What follows belongs to an exercise in optimizing a design on an open flow for small area and a short achievable clock period; a production flow would make more cautious choices.

main:
==> flow/design.v <==
module lrdcc (
    input  wire        clk,
    input  wire        rst,        
    input  wire [6:0]  ev,         
    output wire        sc_valid,   
    output wire [32:0] sc_word,    
    output wire [7:0]  disp_out,
    output wire        act_up,
    output wire        act_dn
);
    localparam [3:0] P_CHKS = 4'd0,  P_EST  = 4'd1,  P_MAP  = 4'd2,
                     P_CLR  = 4'd3,  P_SEG  = 4'd4,  P_CHKC = 4'd5,
                     P_SHUP = 4'd6,  P_DAU  = 4'd7,  P_DMU  = 4'd8,
                     P_CLU  = 4'd9,  P_SHDN = 4'd10, P_DAD  = 4'd11,
                     P_DMD  = 4'd12, P_CLD  = 4'd13;
    localparam [9:0] FTERM = 10'h2B2;    
    wire tkc = ev[6], tkf = ev[5], tach = ev[4];
    wire pu = ev[3], pd = ev[2], cu = ev[1], cd = ev[0];
    function [6:0] seg7;
        input [2:0] g;
        case (g)
            3'd1:    seg7 = 7'h06;
            3'd2:    seg7 = 7'h5B;
            3'd3:    seg7 = 7'h4F;
            3'd4:    seg7 = 7'h66;
            3'd5:    seg7 = 7'h6D;
            3'd6:    seg7 = 7'h7D;
            default: seg7 = 7'h00;
        endcase
    endfunction
    reg [3:0]  ph;
    reg [14:0] cnt;      
    reg [4:0]  cls;      
    reg [4:0]  ccap;     
    reg        rdy;      
    reg [4:0]  n;        
    reg [4:0]  i;        
    reg [9:0]  ft;       
    reg        fph;      
    reg [2:0]  gear;
    reg        cfu, cfd;
    reg [6:0]  disp;
    reg        act_u, act_d;
    reg        sv, op, cr, cg;
    assign sc_valid = sv;
    assign sc_word  = {op, 3'b000, op, 4'b0000, {8{cr}}, {8{cg}}, 8'h00};
    assign disp_out = {1'b0, disp};
    assign act_up   = act_u;
    assign act_dn   = act_d;
    wire hit =
        ((cls == 5'd1) & &(cnt | ~15'h48E3)) |
        ((cls == 5'd2) & &(cnt | ~15'h3D08)) |
        ((cls == 5'd3) & &(cnt | ~15'h1E84)) |
        ((cls == 5'd4) & &(cnt | ~15'h124E)) |
        ((cls == 5'd5) & &(cnt | ~15'h0C34)) |
        ((cls == 5'd6) & &(cnt | ~15'h08B8)) |
        ((cls == 5'd7) & &(cnt | ~15'h0689)) |
        ((cls == 5'd8) & &(cnt | ~15'h0515)) |
        ((cls == 5'd9) & &(cnt | ~15'h0410)) |
        ((cls == 5'd10) & &(cnt | ~15'h0354)) |
        ((cls == 5'd11) & &(cnt | ~15'h02C5)) |
        ((cls == 5'd12) & &(cnt | ~15'h0258)) |
        ((cls == 5'd13) & &(cnt | ~15'h0202)) |
        ((cls == 5'd14) & &(cnt | ~15'h01BD)) |
        ((cls == 5'd15) & &(cnt | ~15'h0186)) |
        ((cls == 5'd16) & &(cnt | ~15'h0158)) |
        ((cls == 5'd17) & &(cnt | ~15'h0131)) |
        ((cls == 5'd18) & &(cnt | ~15'h0111)) |
        ((cls == 5'd19) & &(cnt | ~15'h00F6)) |
        ((cls == 5'd20) & &(cnt | ~15'h00DE)) |
        ((cls == 5'd21) & &(cnt | ~15'h00CA)) |
        ((cls == 5'd22) & &(cnt | ~15'h00B8)) |
        ((cls == 5'd23) & &(cnt | ~15'h00A9)) |
        ((cls == 5'd24) & &(cnt | ~15'h009B)) |
        ((cls == 5'd25) & &(cnt | ~15'h0090)) |
        ((cls == 5'd26) & &(cnt | ~15'h0084)) |
        ((cls == 5'd27) & &(cnt | ~15'h007B)) |
        ((cls == 5'd28) & &(cnt | ~15'h0073)) |
        ((cls == 5'd29) & &(cnt | ~15'h006A)) |
        ((cls == 5'd30) & &(cnt | ~15'h0064)) |
        ((cls == 5'd31) & &(cnt | ~15'h0BCF));
    wire        cstep   = hit || (cls == 5'd0);
    wire [4:0]  cls_dec = cls - 1'b1;
    wire [9:0]  ft_adv  = {ft[8:0], ~(ft[9] ^ ft[6])};
    wire red  = (n == 5'd31);
    wire emit = !((i == n) || (i == 5'd30));
    always @(posedge clk) begin
        if (rst || tach) begin
            cnt <= 15'd0;
            cls <= 5'd0;
        end else if (tkc) begin
            if (cstep) begin
                cnt <= 15'd0;
                cls <= cls_dec;
            end else begin
                cnt <= cnt + 1'b1;
            end
        end
        if (tach)
            ccap <= (tkc && cstep) ? cls_dec : cls;
        if (rst)
            rdy <= 1'b0;
        else if (tach)
            rdy <= 1'b1;
        else if (ph == P_CHKS)
            rdy <= 1'b0;
    end
    always @(posedge clk) begin
        if (rst) begin
            ft  <= 10'd0;
            fph <= 1'b0;
        end else if (tkf) begin
            if (ft == FTERM) begin
                ft  <= 10'd0;
                fph <= ~fph;
            end else begin
                ft  <= ft_adv;
            end
        end
    end
    always @(posedge clk) begin
        if (ph == P_CHKS && rdy)
            n <= ccap;
        else if (ph == P_MAP && red && !fph)
            n <= 5'd0;
        if (ph == P_MAP)
            i <= 5'd0;
        else if (ph == P_SEG && emit)
            i <= i + 1'b1;
        sv <= !rst && (ph == P_CLR || (ph == P_SEG && emit));
        op <= (ph == P_SEG);
        cr <= (ph == P_SEG) && (red || i >= 5'd10);
        cg <= (ph == P_SEG) && !red && (i < 5'd20);
    end
    reg [3:0] ph_n;
    always @* begin
        case (ph)
            P_CHKS:  ph_n = rdy ? P_EST : P_CHKC;
            P_EST:   ph_n = P_MAP;
            P_MAP:   ph_n = P_CLR;
            P_CLR:   ph_n = P_SEG;
            P_SEG:   ph_n = emit ? P_SEG : P_CHKC;
            P_CHKC:  ph_n = (cfu || cfd) ? P_SHUP : P_CHKS;
            P_SHUP:  ph_n = (cfu && gear != 3'd6) ? P_DAU : P_SHDN;
            P_DAU:   ph_n = P_DMU;
            P_DMU:   ph_n = P_CLU;
            P_CLU:   ph_n = P_SHDN;
            P_SHDN:  ph_n = (cfd && gear != 3'd1) ? P_DAD : P_CHKS;
            P_DAD:   ph_n = P_DMD;
            P_DMD:   ph_n = P_CLD;
            default: ph_n = P_CHKS;
        endcase
    end
    always @(posedge clk) begin
        if (rst) begin
            ph    <= P_CHKS;
            gear  <= 3'd1;
            disp  <= 7'h06;
            cfu   <= 1'b0;
            cfd   <= 1'b0;
            act_u <= 1'b0;
            act_d <= 1'b0;
        end else begin
            ph <= ph_n;
            if (ph == P_SHUP && cfu && gear != 3'd6)
                gear <= gear + 1'b1;
            else if (ph == P_SHDN && cfd && gear != 3'd1)
                gear <= gear - 1'b1;
            if (ph == P_DAU || ph == P_DAD)
                disp <= disp | seg7(gear);
            else if (ph == P_DMU || ph == P_DMD)
                disp <= seg7(gear);
            if (!pu && !pd && cu)
                cfu <= 1'b1;
            else if (ph == P_CLU)
                cfu <= 1'b0;
            if (!pu && !pd && !cu && cd)
                cfd <= 1'b1;
            else if (ph == P_CLD)
                cfd <= 1'b0;
            if (pu) begin
                act_u <= 1'b1; act_d <= 1'b0;
            end else if (pd) begin
                act_u <= 1'b0; act_d <= 1'b1;
            end else if (cu || cd) begin
                act_u <= 1'b0; act_d <= 1'b0;
            end
        end
    end
endmodule
export LEC_CHECK = 0
export CAP_MARGIN = 20
export CORE_MARGIN = 2
export CORE_UTILIZATION = 70
export SLEW_MARGIN = 20
create_clock -name core_clock -period 110.0 [get_ports {clk}]
standard.sh (not shown) runs the stock make flow with config.mk's settings and CLKGATE_MAP_FILE= SYNTH_SCRIPT=/design/flow/synth_recipe.tcl, a recipe that flattens the netlist after the stock synthesis.
==> flow/flow/run.sh <==
#!/bin/bash
# Standard ORFS flow (the standard.sh, standard synthesis unchanged) with
# smaller port buffers and a smaller clock tree.
set -uo pipefail
export BUFFER_PORTS_ARGS="-buffer_cell sky130_fd_sc_hd__buf_1"
export CTS_ARGS="-sink_clustering_enable -repair_clock_nets -buf_list sky130_fd_sc_hd__clkbuf_4 -root_buf sky130_fd_sc_hd__clkbuf_4 -sink_clustering_size 30 -dont_use_dummy_load"
bash standard.sh finish > flow.log 2>&1
rc=$?
cp orfs/logs/sky130hd/lrdcc/base/*.log . 2>/dev/null
exit $rc
What the feature branch does differently from main at the input level:
--- a/flow/design.v
+++ b/flow/design.v
@@ -87,14 +87,12 @@
     always @(posedge clk) begin
         if (rst || tach) begin
+            cls <= 5'd0;
+        end else if (tkc && cstep) begin
+            cls <= cls_dec;
+        end
+        if (tkc && cstep)
             cnt <= 15'd0;
-            cls <= 5'd0;
-        end else if (tkc) begin
-            if (cstep) begin
-                cnt <= 15'd0;
-                cls <= cls_dec;
-            end else begin
-                cnt <= cnt + 1'b1;
-            end
-        end
+        else if (tkc)
+            cnt <= cnt + 1'b1;
         if (tach)
             ccap <= (tkc && cstep) ? cls_dec : cls;
## What came out
Going from main to the feature branch, share of the clock period used by the worst path saw little to no change; area growth from synthesis to final layout saw an increase. The count of mapped cells out of synthesis number comes out lower for the feature branch vs main. Run comparison: the feature branch termination of the worst setup path cnt[13]; main termination of the worst setup path cnt[11]. Between the feature branch and main, it is the feature branch whose via count is lower, by about 0.9%. The lower synthesized area came out of the feature branch. Going from main to the feature branch, the worst setup slack was found to have gone down by 0.034 ns. Summary of the feature branch over main: sequential share of layout area grew by 0.56 points; overall routing resource usage went down by 0.21 points.
No run of this note included a check of the RTL's function; only the layout flow was run.

==> what the ideal ports hide <==
How much do the figures lean on ideal ports? The routed layouts below were timed once more, with nothing changed but the port constraints. Step 1, drivers: a clkbuf_16 drives clk and a buf_2 each remaining input, both assumed. Step 2 times the ports against the registers' clock, not the clock port: input delays grow and output delays shrink by t, the midpoint of the rising clock arrivals with the driver on. Three values: ideal ports, drivers, drivers and shift; two values: the first two.
| run | t, ns | setup WS [ns] | clock arrival spread, ns |
|---|---|---|---|
| main | 0.423 | 86.480 / 86.487 / 86.064 | 0.033 / 0.034 |
| the feature branch | 0.401 | 86.446 / 86.447 / 86.045 | 0.037 / 0.037 |
After both steps every run listed still meets setup and hold. The setup slack of main, which loses most, moves by +0.007 ns with the drivers and by -0.416 ns with both steps.
